This design comes from an exercise in tuning for small area on the open sky130 flow, not from production work. At most, simulation tests tie the RTL to the original design; equivalence was not proved. Power is estimated from default activity; no workload was simulated.

==> flow/design.v <==
module bdsp_analyser (
    input  wire        clk,
    input  wire        rst,
    input  wire        start,
    input  wire [11:0] blob_len,
    input  wire [7:0]  en0,
    input  wire [7:0]  en1,
    input  wire        in_valid,
    input  wire [7:0]  in_data,
    output wire        in_ready,
    output wire        done,
    output wire        malformed,
    output wire [7:0]  on0,
    output wire [7:0]  on1,
    output wire [7:0]  off0,
    output wire [7:0]  off1,
    output wire [7:0]  gs0,
    output wire [7:0]  xt0,
    output wire [7:0]  xt1,
    output wire [7:0]  ctgt_ae0,
    output wire [7:0]  ctgt_ae1,
    output wire [7:0]  ctgt_gen,
    output wire [7:0]  ctgt_base,
    output wire [3:0]  ncoef,
    output wire [1:0]  mode,
    output wire [1:0]  sinsel,
    output wire        genstop,
    output wire [1:0]  mdir,
    output wire [1:0]  bdir0,
    output wire [1:0]  bdir1,
    output wire        reg_valid,
    output wire [7:0]  reg_flags,
    output wire [55:0] reg_val,
    output wire [3:0]  int_app,
    output wire [15:0] int_addr,
    output wire [7:0]  int_nbytes
);
    localparam [2:0] S_IDLE = 3'b000, S_HDR = 3'b001, S_BODY = 3'b010,
                     S_DOK  = 3'b100, S_DMAL = 3'b101;
    localparam [1:0] K_SKIP = 2'd0, K_FW = 2'd1, K_COEF = 2'd2, K_REG = 2'd3;
    reg  [2:0]  st;
    reg  [11:0] rem;       
    reg  [11:0] crem;      
    reg  [6:0]  cnt;       
    reg  [1:0]  kind;
    reg  [3:0]  app;
    reg  [4:0]  sw;        
    reg  [3:0]  nhi;       
    reg  [13:0] q;         
    reg  [13:0] pn;        
    reg  [14:0] seen;      
    reg  [14:0] ctgt;      
    reg  [3:0]  ncnt;
    reg         fb;        
    reg  [1:0]  sins;
    reg  [1:0]  md;        
    reg  [1:0]  bd0, bd1;
    reg         rv;
    reg  [7:0]  rf;
    reg  [55:0] rvl;
    reg  [15:0] iaddr;
    reg  [7:0]  inb;
    wire        idle     = (st == S_IDLE);
    wire        in_hdr   = (st == S_HDR);
    wire        in_body  = (st == S_BODY);
    wire        at_chunk = in_hdr && (cnt[2:0] == 3'd0);
    wire        rem_lt8  = (rem[11:3] == 9'd0);
    wire        take     = in_valid && in_ready;
    wire        ht       = in_hdr && take;
    wire        bt       = in_body && take;
    wire        z        = (in_data == 8'd0);
    wire        one      = (in_data == 8'd1);
    wire        dir_ok   = (in_data[7:2] == 6'd0) && !(in_data[1] && in_data[0]);
    wire [11:0] len      = {crem[11:8], in_data};
    wire [11:0] n        = {nhi, in_data};
    wire        fw_seen  = (md != 2'd3);
    wire        is_fw    = (kind == K_FW);
    wire        is_coef  = (kind == K_COEF);
    wire        is_greg  = (kind == K_REG) && (app == 4'd0);
    wire        h7       = ht && (cnt[2:0] == 3'd7);
    wire        c_fw     = bt && is_fw;
    wire        c_coef   = bt && is_coef;
    wire        c_int    = c_coef && (ncnt == 4'd0);
    wire        c8       = c_coef && (cnt == 7'd8);
    wire        c8_ne    = c8 && (n != 12'd0);
    wire        sin_hit  = (app == 4'd0) && (sw != 5'd0) && (n[11:2] >= {5'd0, sw});
    reg hmal;
    always @(*) begin
        case (cnt[2:0])
        3'd4, 3'd5: hmal = !z;
        3'd6:       hmal = (in_data[7:4] != 4'd0);
        3'd7: case (kind)
              K_FW:    hmal = fw_seen || (len < 12'd17);
              K_COEF:  hmal = seen[app] || (len < 12'd9);
              K_REG:   hmal = (len < 12'd8) || (app == 4'd0 && rv);
              default: hmal = 1'b0;
              endcase
        default:    hmal = 1'b0;
        endcase
    end
    reg bmal;
    always @(*) begin
        bmal = 1'b0;
        if (is_fw && cnt < 7'd17 && !dir_ok) bmal = 1'b1;
        if (is_coef) begin
            case (cnt)
            7'd0, 7'd1, 7'd5, 7'd6: bmal = !z;
            7'd7:    bmal = (in_data[7:4] != 4'd0);
            7'd8:    bmal = (in_data[1:0] != 2'd0) || (n >= crem);
            default: ;
            endcase
        end
    end
    assign in_ready  = in_body || (in_hdr && !(at_chunk && rem_lt8));
    assign done      = st[2];
    assign malformed = st[0];
    assign on0  = {~(pn[0] | q[0]), ~(pn[7:1] | q[7:1])};
    assign off0 = {~pn[0] &  q[0], ~pn[7:1] &  q[7:1]};
    assign on1  = {2'b00, ~(pn[13:8] | q[13:8])};
    assign off1 = {2'b00, ~pn[13:8] &  q[13:8]};
    assign genstop = rv & rf[7];
    assign gs0  = {genstop & q[0] & pn[0], 7'd0};
    assign xt0       = {ctgt[0], ctgt[7:1]};
    assign xt1       = {2'b00, ctgt[13:8]};
    assign ctgt_gen  = {7'd0, ctgt[0]};
    assign ctgt_ae0  = {1'b0, ctgt[7:1]};
    assign ctgt_ae1  = {2'b00, ctgt[13:8]};
    assign ctgt_base = {7'd0, ctgt[14]};
    assign ncoef  = ncnt;
    assign mode   = (ncnt == 4'd0) ? 2'd0 : ((ncnt[3:1] != 3'd0) || fb) ? 2'd1 : 2'd2;
    assign sinsel = sins;
    assign mdir   = {md[1], md[0] & ~md[1]};
    assign bdir0  = bd0;
    assign bdir1  = bd1;
    assign reg_valid = rv;
    assign reg_flags = rf;
    assign reg_val   = rvl;
    assign int_app[0] = ctgt[1] | ctgt[3] | ctgt[5] | ctgt[7] | ctgt[9] | ctgt[11] | ctgt[13];
    assign int_app[1] = ctgt[2] | ctgt[3] | ctgt[6] | ctgt[7] | ctgt[10] | ctgt[11] | ctgt[14];
    assign int_app[2] = ctgt[4] | ctgt[5] | ctgt[6] | ctgt[7] | ctgt[12] | ctgt[13] | ctgt[14];
    assign int_app[3] = |ctgt[14:8];
    assign int_addr   = iaddr;
    assign int_nbytes = inb;
    always @(posedge clk) begin
        if (rst) begin
            st <= S_IDLE;
        end else begin
            case (st)
            S_IDLE:
                if (start) st <= S_HDR;
            S_HDR:
                if (at_chunk && rem_lt8)
                    st <= (rem[2:0] == 3'd0) ? S_DOK : S_DMAL;
                else if (ht) begin
                    if (hmal)
                        st <= S_DMAL;
                    else if (cnt[2:0] == 3'd7 && len != 12'd0)
                        st <= S_BODY;
                end
            S_BODY:
                if (rem == 12'd0)
                    st <= S_DMAL;
                else if (bt) begin
                    if (bmal)
                        st <= S_DMAL;
                    else if (crem == 12'd1)
                        st <= S_HDR;
                end
            default:
                st <= S_IDLE;
            endcase
        end
    end
    function [11:0] dec12;
        input [11:0] v;
        input        b;
        integer      k;
        reg          br;
        begin
            br = b;
            for (k = 0; k < 12; k = k + 1) begin
                dec12[k] = v[k] ^ br;
                br       = br & ~v[k];
            end
        end
    endfunction
    wire [11:0] rem_dec  = dec12(rem, take);
    wire [11:0] crem_dec = dec12(crem, bt);
    always @(posedge clk) begin
        rem        <= idle ? blob_len : rem_dec;
        crem[11:8] <= (ht && cnt[2:0] == 3'd6) ? in_data[3:0] : crem_dec[11:8];
        crem[7:0]  <= h7 ? in_data : crem_dec[7:0];
    end
    wire        cnt_inc = take && (cnt != 7'd127);
    wire        cnt_clr = idle || (ht && cnt[2:0] == 3'd7) || (bt && crem == 12'd1);
    reg  [6:0]  cnt_up;
    integer     j;
    reg         cy;
    always @(*) begin
        cy = cnt_inc;
        for (j = 0; j < 7; j = j + 1) begin
            cnt_up[j] = cnt[j] ^ cy;
            cy        = cy & cnt[j];
        end
    end
    always @(posedge clk) begin
        if (cnt_clr)
            cnt <= 7'd0;
        else if (c8)
            cnt <= (c8_ne && sin_hit) ? {~sw, 2'b11} : 7'd127;
        else
            cnt <= cnt_up;
    end
    always @(posedge clk) begin
        if (ht) begin
            case (cnt[2:0])
            3'd0: kind <= z ? K_FW : K_SKIP;
            3'd1: if (!z) kind <= K_SKIP;
            3'd2: if (kind != K_SKIP)
                      kind <= (in_data[7:2] == 6'd0) ? in_data[1:0] : K_SKIP;
            3'd3: begin
                app <= in_data[3:0];
                if (kind == K_FW) begin
                    if (!z) kind <= K_SKIP;
                end else if (in_data[7:4] != 4'd0 || in_data[3:0] == 4'd15) begin
                    kind <= K_SKIP;
                end
            end
            default: ;
            endcase
        end
    end
    wire [15:0] app_dec  = 16'd1 << app;
    wire [15:0] slot_dec = 16'd1 << cnt[3:0];
    wire        dir_hit  = c_fw && (cnt[6:4] == 3'd0) && (q[cnt[3:0]] ? z : one);
    always @(posedge clk) begin
        pn   <= {14{idle}} | (pn & ~({14{dir_hit}} & slot_dec[13:0]));
        seen <= {15{!idle}} & (seen | ({15{h7 && kind == K_COEF}} & app_dec[14:0]));
        ctgt <= {15{!idle}} & (ctgt | ({15{c8_ne}} & app_dec[14:0]));
        rv   <= !idle & (rv | (h7 && kind == K_REG && app == 4'd0));
    end
    always @(posedge clk) begin
        if (idle && start) q <= {en1[5:0], en0[6:0], en0[7]};
    end
    always @(posedge clk) begin
        if (idle) begin
            md  <= 2'd3;
            bd0 <= 2'd2;
            bd1 <= 2'd2;
        end else if (c_fw) begin
            if (cnt == 7'd14) md  <= in_data[1:0];
            if (cnt == 7'd15) bd0 <= in_data[1:0];
            if (cnt == 7'd16) bd1 <= in_data[1:0];
        end
    end
    always @(posedge clk) begin
        if (c_coef && cnt == 7'd2) sw <= z ? 5'd1 : 5'd0;
        if (c_coef && cnt == 7'd3)
            sw <= (sw != 5'd0 && in_data[7:5] == 3'd0 && in_data[4:0] <= 5'd16) ?
                  5'd17 - in_data[4:0] : 5'd0;
        if (c_coef && cnt == 7'd7) nhi <= in_data[3:0];
        if (c_int && cnt[6:1] == 6'd1) iaddr <= {iaddr[7:0], in_data};
        if (c_int && cnt == 7'd8) inb <= in_data;
    end
    always @(posedge clk) begin
        if (c_int && cnt == 7'd4) fb <= !one;
        if (c_int && cnt == 7'd8 && n > 12'd160) fb <= 1'b1;
    end
    always @(posedge clk) begin
        ncnt <= idle ? 4'd0 : ncnt + {3'd0, c8_ne};
    end
    always @(posedge clk) begin
        if (idle)
            sins <= 2'd0;
        else if (c_coef && cnt == 7'd126)
            sins <= in_data[0] ? 2'd2 : 2'd1;
    end
    always @(posedge clk) begin
        if (bt && is_greg && cnt[6:3] == 4'd0) {rvl, rf} <= {in_data, rvl, rf[7:0]} >> 8;
    end
endmodule
export LEC_CHECK = 0
export CAP_MARGIN = 20
export CORE_MARGIN = 2
export CORE_UTILIZATION = 50
export PLACE_DENSITY = 0.7
export SLEW_MARGIN = 20
create_clock -name core_clock -period 6.0 [get_ports {clk}]
standard.sh (not shown) runs the stock make flow with config.mk's settings and CLKGATE_MAP_FILE= SYNTH_SCRIPT=/design/flow/synth_recipe.tcl, a recipe that flattens the netlist after the stock synthesis.
==> flow/flow/run.sh <==
#!/bin/bash
# The standard layout, with three changes:
# - synthesis maps the logic with an area-oriented ABC script (flow/abc_area.script)
#   in a copy of the ORFS scripts; everything else in synthesis is unchanged;
# - the smallest buffer on the ports and on outputs that repeat a net;
# - one tie cell for the constant outputs;
# - a clock tree of fewer, stronger sink buffers and no dummy loads.
# Each tool's full output stays in the ORFS logs under orfs/logs; make's own
# output goes to synth.log and standard.log.
set -euo pipefail
rm -rf scripts_area
cp -r "$FLOW_HOME/scripts" scripts_area
cp flow/abc_area.script scripts_area/abc_area.script
bash standard.sh SCRIPTS_DIR="$PWD/scripts_area" ABC_AREA=1 MIN_BUF_CELL_AND_PORTS="sky130_fd_sc_hd__buf_1 A X" synth > synth.log 2>&1
bash standard.sh \
  SKIP_REPAIR_TIE_FANOUT=1 \
  BUFFER_PORTS_ARGS="-buffer_cell sky130_fd_sc_hd__buf_1" \
  CTS_ARGS="-sink_clustering_enable -repair_clock_nets -sink_clustering_size 14 -sink_clustering_max_diameter 60 -sink_clustering_buffer sky130_fd_sc_hd__clkbuf_8 -buf_list {sky130_fd_sc_hd__clkbuf_4 sky130_fd_sc_hd__clkbuf_8} -dont_use_dummy_load" \
  finish > standard.log 2>&1
==> flow/flow/abc_area.script <==
strash
&get -n
&fraig -x
&put
scorr
dc2
strash
&get -n
&synch2
&dch -f
&nf -R 1000
&put
Then changed:
--- a/flow/design.v
+++ b/flow/design.v
@@ -47,7 +47,7 @@
     reg  [4:0]  sw;        
     reg  [3:0]  nhi;       
     reg  [13:0] q;         
-    reg  [13:0] pn;        
+    reg  [13:0] p;         
     reg  [14:0] seen;      
     reg  [14:0] ctgt;      
     reg  [3:0]  ncnt;
@@ -114,12 +114,12 @@
     assign in_ready  = in_body || (in_hdr && !(at_chunk && rem_lt8));
     assign done      = st[2];
     assign malformed = st[0];
-    assign on0  = {~(pn[0] | q[0]), ~(pn[7:1] | q[7:1])};
-    assign off0 = {~pn[0] &  q[0], ~pn[7:1] &  q[7:1]};
-    assign on1  = {2'b00, ~(pn[13:8] | q[13:8])};
-    assign off1 = {2'b00, ~pn[13:8] &  q[13:8]};
+    assign on0  = {p[0] & ~q[0], p[7:1] & ~q[7:1]};
+    assign off0 = {p[0] &  q[0], p[7:1] &  q[7:1]};
+    assign on1  = {2'b00, p[13:8] & ~q[13:8]};
+    assign off1 = {2'b00, p[13:8] &  q[13:8]};
     assign genstop = rv & rf[7];
-    assign gs0  = {genstop & q[0] & pn[0], 7'd0};
+    assign gs0  = {genstop & q[0] & ~p[0], 7'd0};
     assign xt0       = {ctgt[0], ctgt[7:1]};
     assign xt1       = {2'b00, ctgt[13:8]};
     assign ctgt_gen  = {7'd0, ctgt[0]};
@@ -191,25 +191,19 @@
         crem[11:8] <= (ht && cnt[2:0] == 3'd6) ? in_data[3:0] : crem_dec[11:8];
         crem[7:0]  <= h7 ? in_data : crem_dec[7:0];
     end
-    wire        cnt_inc = take && (cnt != 7'd127);
-    wire        cnt_clr = idle || (ht && cnt[2:0] == 3'd7) || (bt && crem == 12'd1);
-    reg  [6:0]  cnt_up;
-    integer     j;
-    reg         cy;
-    always @(*) begin
-        cy = cnt_inc;
-        for (j = 0; j < 7; j = j + 1) begin
-            cnt_up[j] = cnt[j] ^ cy;
-            cy        = cy & cnt[j];
-        end
-    end
-    always @(posedge clk) begin
-        if (cnt_clr)
+    always @(posedge clk) begin
+        if (idle)
             cnt <= 7'd0;
-        else if (c8)
-            cnt <= (c8_ne && sin_hit) ? {~sw, 2'b11} : 7'd127;
-        else
-            cnt <= cnt_up;
+        else if (ht)
+            cnt <= (cnt[2:0] == 3'd7) ? 7'd0 : cnt + 7'd1;
+        else if (bt) begin
+            if (crem == 12'd1)
+                cnt <= 7'd0;
+            else if (is_coef && cnt == 7'd8)
+                cnt <= (c8_ne && sin_hit) ? {~sw, 2'b11} : 7'd127;
+            else if (cnt != 7'd127)
+                cnt <= cnt + 7'd1;
+        end
     end
     always @(posedge clk) begin
         if (ht) begin
@@ -234,7 +228,7 @@
     wire [15:0] slot_dec = 16'd1 << cnt[3:0];
     wire        dir_hit  = c_fw && (cnt[6:4] == 3'd0) && (q[cnt[3:0]] ? z : one);
     always @(posedge clk) begin
-        pn   <= {14{idle}} | (pn & ~({14{dir_hit}} & slot_dec[13:0]));
+        p    <= {14{!idle}} & (p    | ({14{dir_hit}} & slot_dec[13:0]));
         seen <= {15{!idle}} & (seen | ({15{h7 && kind == K_COEF}} & app_dec[14:0]));
         ctgt <= {15{!idle}} & (ctgt | ({15{c8_ne}} & app_dec[14:0]));
         rv   <= !idle & (rv | (h7 && kind == K_REG && app == 4'd0));
=> The changed run went through all stages and came out clean; wire length came out higher by 3.7%; synthesized cell count came out higher by 5.8%; cell count came out higher by 4.2%; combinational power came out higher by 98%; cell area came out higher by 2.6%; critical path depth came out higher by 10; area after synthesis came out higher by 3.0%; worst setup slack gets worse by 0.027 ns; clock power stays flat; sequential power came out higher by about 5%; via count came out higher by 5.2%.
Function not checked in the second run of this note: the RTL went through the layout flow alone.

==> afterwards: timing with drivers on the ports <==
How much do the figures lean on ideal ports? The routed layouts below were timed once more, with nothing changed but the port constraints.
Step 1 sets driving cells, clkbuf_16 on the clock port and buf_2 on the other inputs (assumed; they add their load-dependent delay and slew).
Step 2 times the ports against the registers' clock, not the clock port: input delays grow and output delays shrink by t, the midpoint of the rising clock arrivals with the driver on.
a / b / c = ideal ports / drivers / drivers and shift; a / b = the first two.
| run | t, ns | setup slack, ns | worst setup path at the end | latest minus earliest clock arrival (ns) | worst data-port slew with drivers (ns) |
|---|---|---|---|---|---|
| the first run | 0.530 | 1.739 / 1.760 / 1.230 | input to register | 0.056 / 0.056 | 0.03 |
| the second run | 0.538 | 1.711 / 1.711 / 1.500 | input to register | 0.032 / 0.031 | 0.03 |
After both steps setup and hold are still met in every run listed. The setup slack of the first run, which loses most, moves by +0.021 ns with the drivers and by -0.509 ns with both steps.
